What follows belongs to an exercise in optimizing a design on an open flow for a short achievable clock period and few clock cycles; a production flow would make more cautious choices. Function was checked by simulation only, so behaviour that the tests miss may differ from the original.

**design/flow/design.v**
```verilog
module gnss_frame_core #(
    parameter N  = 128,               
    parameter Q  = 8                  
) (
    input  wire        clk,
    input  wire        rst,           
    input  wire        cmd_valid,
    output wire        cmd_ready,
    input  wire [9:0]  cmd,
    output reg         resp_valid,
    output reg  [23:0] resp_data
);
    localparam AW = (N > 1) ? $clog2(N) : 1;
    localparam CW = $clog2(N + 1);
    localparam QW = (Q > 1) ? $clog2(Q) : 1;
    localparam QC = $clog2(Q + 1);
    localparam [1:0] OP_PUSH = 2'd0, OP_HAS = 2'd1, OP_NEXT = 2'd2, OP_RESET = 2'd3;
    localparam [1:0] P_RTCM3 = 2'd1, P_NMEA = 2'd2;
    localparam [2:0] R_NONE = 3'd0, R_INVLEN = 3'd1, R_CRC = 3'd2, R_TOOLONG = 3'd3,
                     R_CKSUM = 3'd4, R_NOMSG = 3'd5;
    localparam [3:0] ST_IDLE  = 4'd0,
                     ST_TEST  = 4'd1,    
                     ST_RB1   = 4'd2,    
                     ST_RB2   = 4'd3,    
                     ST_RCRC  = 4'd4,    
                     ST_RRX   = 4'd5,    
                     ST_RCMP  = 4'd6,    
                     ST_NMEA  = 4'd7,    
                     ST_OUT   = 4'd8;    
    function [23:0] crc24q_byte;
        input [23:0] c;
        input [7:0]  b;
        integer i;
        reg [23:0] v;
        begin
            v = c ^ {b, 16'h0000};
            for (i = 0; i < 8; i = i + 1)
                v = v[23] ? ((v << 1) ^ 24'h864CFB) : (v << 1);
            crc24q_byte = v;
        end
    endfunction
    function is_hex;
        input [7:0] c;
        is_hex = (c >= 8'h30 && c <= 8'h39) || (c >= 8'h41 && c <= 8'h46) ||
                 (c >= 8'h61 && c <= 8'h66);
    endfunction
    function [3:0] hex_val;
        input [7:0] c;
        begin
            if (c <= 8'h39)      hex_val = c[3:0];
            else                 hex_val = c[3:0] + 4'd9;    
        end
    endfunction
    reg [7:0]    S [0:N-1];
    reg [AW-1:0] wr_ptr, rd_ptr;
    reg [CW-1:0] avail;
    localparam DW = 2 + 1 + 3 + AW + 11;
    reg [DW-1:0] qmem [0:Q-1];
    reg [QW-1:0] q_head;
    reg [QC-1:0] q_cnt;
    reg [3:0]    state;
    reg [AW-1:0] pos;
    reg [CW-1:0] rem;
    reg [10:0]   idx;         
    reg [7:0]    b1;
    reg [10:0]   tlen;        
    reg [23:0]   crc, rx;
    reg          star_found;
    reg [6:0]    star;
    reg [7:0]    xr, h1, h2;
    reg [AW-1:0] out_ptr;
    assign cmd_ready = (state == ST_IDLE);
    wire         accept = cmd_valid && cmd_ready;
    wire [1:0]   op     = cmd[9:8];
    wire [AW-1:0] rd_addr = (state == ST_OUT)  ? out_ptr :
                            (state == ST_TEST) ? pos : pos + idx[AW-1:0];
    wire [7:0]    rbyte   = S[rd_addr];
    wire          q_has   = (q_cnt != 0);
    wire [QW-1:0] q_tail  = q_head + q_cnt[QW-1:0];
    wire [CW:0]   win     = (rem > 96) ? 96 : rem;
    wire [10:0]   n_len   = idx + 11'd1;
    wire [11:0]   rtcm_l  = {b1[3:0], rbyte};
    wire          n_ok    = star_found && ({4'd0, star} + 11'd3 <= idx) &&
                            is_hex(h1) && is_hex(h2) &&
                            (xr == {hex_val(h1), hex_val(h2)});
    reg          enq;
    reg [DW-1:0] enq_d;
    reg          adv_en;
    reg [10:0]   adv;
    always @(*) begin
        enq    = 1'b0;
        enq_d  = {DW{1'b0}};
        adv_en = 1'b0;
        adv    = 11'd1;
        case (state)
            ST_TEST: begin
                if (rem >= 6 && rbyte != 8'hD3 && rbyte != 8'h24 && rbyte != 8'h21)
                    adv_en = 1'b1;
            end
            ST_RB2: begin
                if (rtcm_l > 12'd1023) begin
                    enq    = 1'b1;
                    enq_d  = {P_RTCM3, 1'b0, R_INVLEN, pos, 11'd0};
                    adv_en = 1'b1;
                end
            end
            ST_RCMP: begin
                enq    = 1'b1;
                enq_d  = (crc == rx) ? {P_RTCM3, 1'b1, R_NONE, pos, tlen}
                                     : {P_RTCM3, 1'b0, R_CRC,  pos, tlen};
                adv_en = 1'b1;
                adv    = tlen;
            end
            ST_NMEA: begin
                if (rbyte == 8'h0A) begin
                    enq    = 1'b1;
                    enq_d  = n_ok ? {P_NMEA, 1'b1, R_NONE,  pos, n_len}
                                  : {P_NMEA, 1'b0, R_CKSUM, pos, n_len};
                    adv_en = 1'b1;
                    adv    = n_len;
                end else if (rbyte == 8'h24 || rbyte == 8'h21) begin
                    adv_en = 1'b1;
                end else if (idx == win - 1 && rem >= 96) begin
                    enq    = 1'b1;
                    enq_d  = {P_NMEA, 1'b0, R_TOOLONG, pos, 11'd0};
                    adv_en = 1'b1;
                end
            end
            default: ;
        endcase
    end
    always @(posedge clk) begin
        if (accept && op == OP_PUSH)
            S[wr_ptr] <= cmd[7:0];
        if (enq)
            qmem[(q_cnt == Q) ? q_head : q_tail] <= enq_d;
    end
    always @(posedge clk) begin
        if (rst) begin
            state      <= ST_IDLE;
            wr_ptr     <= {AW{1'b0}};
            rd_ptr     <= {AW{1'b0}};
            avail      <= {CW{1'b0}};
            q_head     <= {QW{1'b0}};
            q_cnt      <= {QC{1'b0}};
            resp_valid <= 1'b0;
            resp_data  <= 24'd0;
        end else begin
            resp_valid <= 1'b0;
            if (enq) begin
                if (q_cnt == Q) q_head <= q_head + 1'b1;
                else            q_cnt  <= q_cnt + 1'b1;
            end
            if (adv_en) begin
                pos   <= pos + adv[AW-1:0];
                rem   <= rem - adv[CW-1:0];
                state <= ST_TEST;
            end
            case (state)
                ST_IDLE: if (accept) begin
                    case (op)
                        OP_PUSH: begin
                            wr_ptr <= wr_ptr + 1'b1;
                            if (avail == N) begin
                                rd_ptr <= rd_ptr + 1'b1;
                                pos    <= rd_ptr + 1'b1;
                                rem    <= avail;
                            end else begin
                                avail  <= avail + 1'b1;
                                pos    <= rd_ptr;
                                rem    <= avail + 1'b1;
                            end
                            state <= ST_TEST;
                        end
                        OP_HAS: begin
                            resp_valid <= 1'b1;
                            resp_data  <= {23'd0, q_has};
                        end
                        OP_NEXT: begin
                            resp_valid <= 1'b1;
                            if (!q_has) begin
                                resp_data <= {2'd0, 1'b0, R_NOMSG, 18'd0};
                            end else begin
                                resp_data <= {qmem[q_head][DW-1:DW-6], 7'd0,
                                              qmem[q_head][10:0]};
                                q_head    <= q_head + 1'b1;
                                q_cnt     <= q_cnt - 1'b1;
                                if (qmem[q_head][10:0] != 11'd0) begin
                                    out_ptr <= qmem[q_head][AW+10:11];
                                    idx     <= qmem[q_head][10:0];
                                    state   <= ST_OUT;
                                end
                            end
                        end
                        OP_RESET: begin
                            wr_ptr <= {AW{1'b0}};
                            rd_ptr <= {AW{1'b0}};
                            avail  <= {CW{1'b0}};
                            q_head <= {QW{1'b0}};
                            q_cnt  <= {QC{1'b0}};
                        end
                    endcase
                end
                ST_TEST: begin
                    idx <= 11'd0;
                    if (rem < 6) begin
                        rd_ptr     <= pos;
                        avail      <= rem;
                        resp_valid <= 1'b1;
                        resp_data  <= {23'd0, q_has};
                        state      <= ST_IDLE;
                    end else if (rbyte == 8'hD3) begin
                        idx   <= 11'd1;
                        state <= ST_RB1;
                    end else if (rbyte == 8'h24 || rbyte == 8'h21) begin
                        idx        <= 11'd1;
                        star_found <= 1'b0;
                        star       <= 7'd0;
                        xr         <= 8'd0;
                        h1         <= 8'd0;
                        h2         <= 8'd0;
                        state      <= ST_NMEA;
                    end
                end
                ST_RB1: begin
                    b1    <= rbyte;
                    idx   <= 11'd2;
                    state <= ST_RB2;
                end
                ST_RB2: begin
                    if (rtcm_l <= 12'd1023) begin
                        if ({1'b0, rem} < rtcm_l + 12'd6) begin
                            rd_ptr     <= pos;
                            avail      <= rem;
                            resp_valid <= 1'b1;
                            resp_data  <= {23'd0, q_has};
                            state      <= ST_IDLE;
                        end else begin
                            tlen  <= rtcm_l[10:0] + 11'd6;
                            crc   <= 24'd0;
                            idx   <= 11'd0;
                            state <= ST_RCRC;
                        end
                    end
                end
                ST_RCRC: begin
                    crc <= crc24q_byte(crc, rbyte);
                    idx <= idx + 1'b1;
                    if (idx == tlen - 11'd4)
                        state <= ST_RRX;
                end
                ST_RRX: begin
                    rx  <= {rx[15:0], rbyte};
                    idx <= idx + 1'b1;
                    if (idx == tlen - 11'd1)
                        state <= ST_RCMP;
                end
                ST_RCMP: ;    
                ST_NMEA: begin
                    if (!adv_en) begin
                        if (!star_found) begin
                            if (rbyte == 8'h2A) begin
                                star_found <= 1'b1;
                                star       <= idx[6:0];
                            end else begin
                                xr <= xr ^ rbyte;
                            end
                        end else if (idx == {4'd0, star} + 11'd1) begin
                            h1 <= rbyte;
                        end else if (idx == {4'd0, star} + 11'd2) begin
                            h2 <= rbyte;
                        end
                        if (idx == win - 1) begin
                            rd_ptr     <= pos;
                            avail      <= rem;
                            resp_valid <= 1'b1;
                            resp_data  <= {23'd0, q_has};
                            state      <= ST_IDLE;
                        end else begin
                            idx <= idx + 1'b1;
                        end
                    end
                end
                ST_OUT: begin
                    resp_valid <= 1'b1;
                    resp_data  <= {16'd0, rbyte};
                    out_ptr    <= out_ptr + 1'b1;
                    idx        <= idx - 1'b1;
                    if (idx == 11'd1)
                        state <= ST_IDLE;
                end
                default: state <= ST_IDLE;
            endcase
            if (adv_en)
                state <= ST_TEST;
        end
    end
endmodule
```
**design/flow/run.sh**
```bash
#!/bin/bash
# synth_recipe.tcl (not shown) runs the flow's synth.tcl, then flattens the netlist and writes it again
# the make line also repeats each setting of config.mk as NAME=value (left out here)
make -C /OpenROAD-flow-scripts/flow DESIGN_CONFIG=/design/flow/config.mk WORK_HOME=/design/flow/orfs CLKGATE_MAP_FILE= SYNTH_SCRIPT=/design/flow/synth_recipe.tcl finish
```
**design/flow/config.mk**
```make
export PLATFORM = sky130hd
export DESIGN_NAME = gnss_frame_core
export DESIGN_NICKNAME = gnss_frame_core
export VERILOG_FILES = /design/flow/design.v
export SDC_FILE = /design/flow/constraint.sdc
export NUM_CORES = 4
export LEC_CHECK = 0
export CAP_MARGIN = 20
export CORE_MARGIN = 2
export CORE_UTILIZATION = 40
export PLACE_DENSITY = 0.6
export SLEW_MARGIN = 20
```
**design/flow/constraint.sdc**
```tcl
create_clock -name core_clock -period 10.0 [get_ports {clk}]
set_input_delay 2.0000 -clock core_clock [delete_from_list [all_inputs] [get_ports {clk}]]
set_output_delay 2.0000 -clock core_clock [all_outputs]
set_load 0.01 [all_outputs]
```
==> results.tsv <==
stage	metric	value	unit
yosys	adder-cell share of the synthesized area	1.44	%
job	Max Cap Viol	0	
yosys	EDFF count, synth	1344	
clock_network	Bufs on Longest Clock Path	3	
clock_network	CTS tree	done	
yosys	largest family of logic cells by synthesized area	simple AND/OR/NAND/NOR gates	
critical_path	Startpoint Class	register	
sta	Fin. Hold Viols	0	
clock_network	clk slew on worst S/H paths	0.06	ns
critical_path	CP max FO	49	
global_routing	vias in the first global route	38600	
clock_network	clk root buf	clkbuf_16	
yosys	simple-gate area share of the yosys netlist	12.7	%
cells_and_area	highest-count cells in the layout ignoring fill and taps	1344 x edfxtp_1, 729 x nand2_1, 360 x nand3_1	
global_routing	initial antenna violation count	3	
global_routing	largest net degree at the start of global routing	140	
critical_path	endpoint type of the worst setup path	register	
cells_and_area	layout cells sized above 1	10.8	%
yosys	multiplexer share of the synthesized area	6.81	%
clock_network	post-CTS setup buffers	0	
critical_path	Worst Path Arrival	9.75	ns
floorplan	core area	154000	um^2
global_routing	first-pass GRT wire length	265000	um
global_routing	gr usage total	22.6	%
cells_and_area	area growth from synthesis to layout	12.4	%
clock_network	PostCTS Resize Cnt	0	
sta	period utilization	91.6	%
clock_network	cts hold-fix bufs	0	
yosys	fraction of registers with async set/reset	0	%
cells_and_area	filler instances	13800	
sta	Final min period	9.16	ns
sta	Slew Limit Fails	0	
yosys	sequential area share after synthesis	66.8	%
sta	worst rel slew slack	22.3	%
sta	unrepaired setup endpoints after global routing	false	
sta	setup_tns	0	ns
yosys	XOR/XNOR Fraction of Synth Area	3.17	%
global_routing	global route overflow	0	
floorplan	initial core utilization	40.3	%
detailed_routing	vias	40100	
detailed_routing	Detailed Routing Iterations Pass 1	6	
floorplan	die outline area	158000	um^2
yosys	Top FF cell, synth	edfxtp_1	
clock_network	H-tree levels	4	
yosys	post-synthesis compound-gate area fraction	6.53	%
place	GP Congestion	0.925	
clock_network	clock latency (worst-skew pair)	0.80	ns
yosys	library cells used by synthesis	97	
floorplan	Chip Height	398	um
critical_path	Critical Path RT	10.59	ns
detailed_routing	WL/cell	26.1	um
yosys	syn avg cell area	13.2	um^2
sta	fmax	109	MHz
floorplan	Ports	39	
sta	Slew @ Worst Pin	1.16	ns
clock_network	CTS buffer count	150	
place	IO Port Bufs	31	
detailed_routing	Avg Vias per Cell	5.82	
sta	minimum hold slack	0.464	ns
yosys	FF+latch count, synth	1395	
yosys	Synth Instances	4696	
cells_and_area	most common cell after layout, fill and taps aside	edfxtp_1	
detailed_routing	Iteration-0 DRC Markers	4501	
detailed_routing	Post-DRT Antenna Nets	0	
clock_network	clock sink count	1395	
yosys	Yosys Warn Count	1	
detailed_routing	drt drc	0	
sta	Worst Clk Skew	0.0584	ns
status	status	timing/DRC/antenna clean	
min_path	HP Class	register to register	
floorplan	row cnt	144	
detailed_routing	DRT Wirelength	180000	um
floorplan	Die Width	398	um
critical_path	CP Class	register to register	
yosys	synthesized cell area	62000	um^2
sta	final setup violation count	0	
place	DP HPWL	114000	um
cells_and_area	layout net count	4816	
## critical path: stages (launching register included)
cell and delay (ns):
edfxtp_1 0.64, inv_1 0.33, fa_1 0.62, nor2b_1 0.06
o21ai_2 0.76, and3_4 0.77, buf_4 0.55, nand2_1 0.11
nand3_1 0.11, a32oi_1 0.13, and3_1 0.24, a311oi_1 0.69
o211ai_2 0.53, nor4_1 0.63, and2_1 0.23, xnor2_1 0.13
inv_1 0.07, ha_1 0.29, nand4_1 0.10, nor2_1 0.06
a211oi_1 0.20, o31ai_1 0.13, and2_1 0.21, a21o_1 0.24
nor2_1 0.84, a211oi_1 0.19
## kinds of logic after synthesis
| logic type | Yosys count |
|---|---|
| xor gates and xnor gates | 218 |
| muxes | 328 |
| adders and majority gates | 69 |
| DFF | 1395 |
| buffers and inverters | 357 |
| other | 1 |
| and+or+nand+nor | 1738 |
| AOI/OAI and AO/OA | 590 |
## layer usage
layer	track usage [%]	vias up	routed length, um
li1	-	17700	-
met3	4.68	362	15500
met5	0	-	26
met1	30.9	20200	74400
met4	8.03	4	6180
met2	35.6	1839	84000
## cells in the mapped netlist, drive strengths merged, types with 45 or more instances
cell / instances / share of area [%]
nand2: 730 / 4.4
a211oi: 45 / 0.56
clkbuf: 112 / 0.68
nand4: 46 / 0.47
edfxtp: 1344 / 65
xnor2: 138 / 2.0
mux4: 72 / 2.6
nand3: 363 / 2.9
a21oi: 134 / 1.1
mux2i: 239 / 3.9
buf: 169 / 1.4
ha: 65 / 1.3
o21ai: 78 / 0.64
nor2: 333 / 2.0
xor2: 78 / 1.1
a31oi: 62 / 0.63
dfxtp: 51 / 1.6
nor3: 71 / 0.57
inv: 69 / 0.42
## path summary, 6_finish.rpt
path | to | depth (start not counted) | start | slack, ns
hold / removal | rx[18]$_DFFE_PP_ | 0 | rx[10]$_DFFE_PP_ | 0.46
setup / recovery | rd_ptr[2]$_SDFFE_PP0P_ | 25 | idx[1]$_DFFE_PP_ | 0.84
setup reg to reg | rd_ptr[2]$_SDFFE_PP0P_ | 25 | idx[1]$_DFFE_PP_ | 0.84
hold reg to reg | rx[18]$_DFFE_PP_ | 0 | rx[10]$_DFFE_PP_ | 0.46
## state kept, by name (all words and copies together), names as in the netlist, 4 cells and up
register	flops
avail	8
resp_data	17
tlen	11
rd_ptr	7
rem	8
h2	8
b1	4
idx	11
wr_ptr	7
q_cnt	4
star	7
qmem	192
pos	7
xr	8
h1	8
state	4
rx	24
out_ptr	7
crc	24
S	1024
## per-stage QoR
| stage | std cells | util (%) | worst slack (ns) | instance area [um^2] |
|---|---|---|---|---|
| 2_1_floorplan | 4702 | - | 2.39 | 62000 |
| 3_3_place_gp | 6623 | 42.1 | 1.24 | 64800 |
| 3_5_place_dp | 6624 | 42.1 | 1.19 | 64800 |
| 4_1_cts | 6888 | 45.2 | 1.04 | 69600 |
| 5_1_grt | 6890 | 45.3 | 0.323 | 69700 |
| 6_report | 6891 | 45.3 | 0.839 | 69700 |
## final cells by class
class	instances	area, um^2	share of cell area, %
Multi-Input combinational cell	2950	19300	27.6
Sequential cell	1395	41400	59.4
Clock inverter	84	887	1.27
Antenna cell	1	2.50	0.00359
Inverter	76	285	0.409
Tap cell	2044	2560	3.67
Timing Repair Buffer	161	1400	2.01
Clock buffer	180	3890	5.58
Testbench counts, summed over its fixed seeds: cycles 625,150.

re-timing with driven ports:
The results above use ideal ports. As a check the final layout listed here was re-extracted and re-timed, cells and wires unchanged. Step 1, drivers: a clkbuf_16 drives clk and a buf_2 each remaining input, both assumed. Step 2 times the ports against the registers' clock, not the clock port: input delays grow and output delays shrink by t, the midpoint of the rising clock arrivals with the driver on. Three values: no drivers, after step 1, after step 2; two values: the first two.
t (ns): 0.853
slack for setup (ns): 0.839 / 0.839 / 0.839
worst setup path after step 2: register to register
After both steps this run still meets setup and hold. For this run, drivers alone change the setup slack by 0.000 ns; drivers and shift together by 0.000 ns.
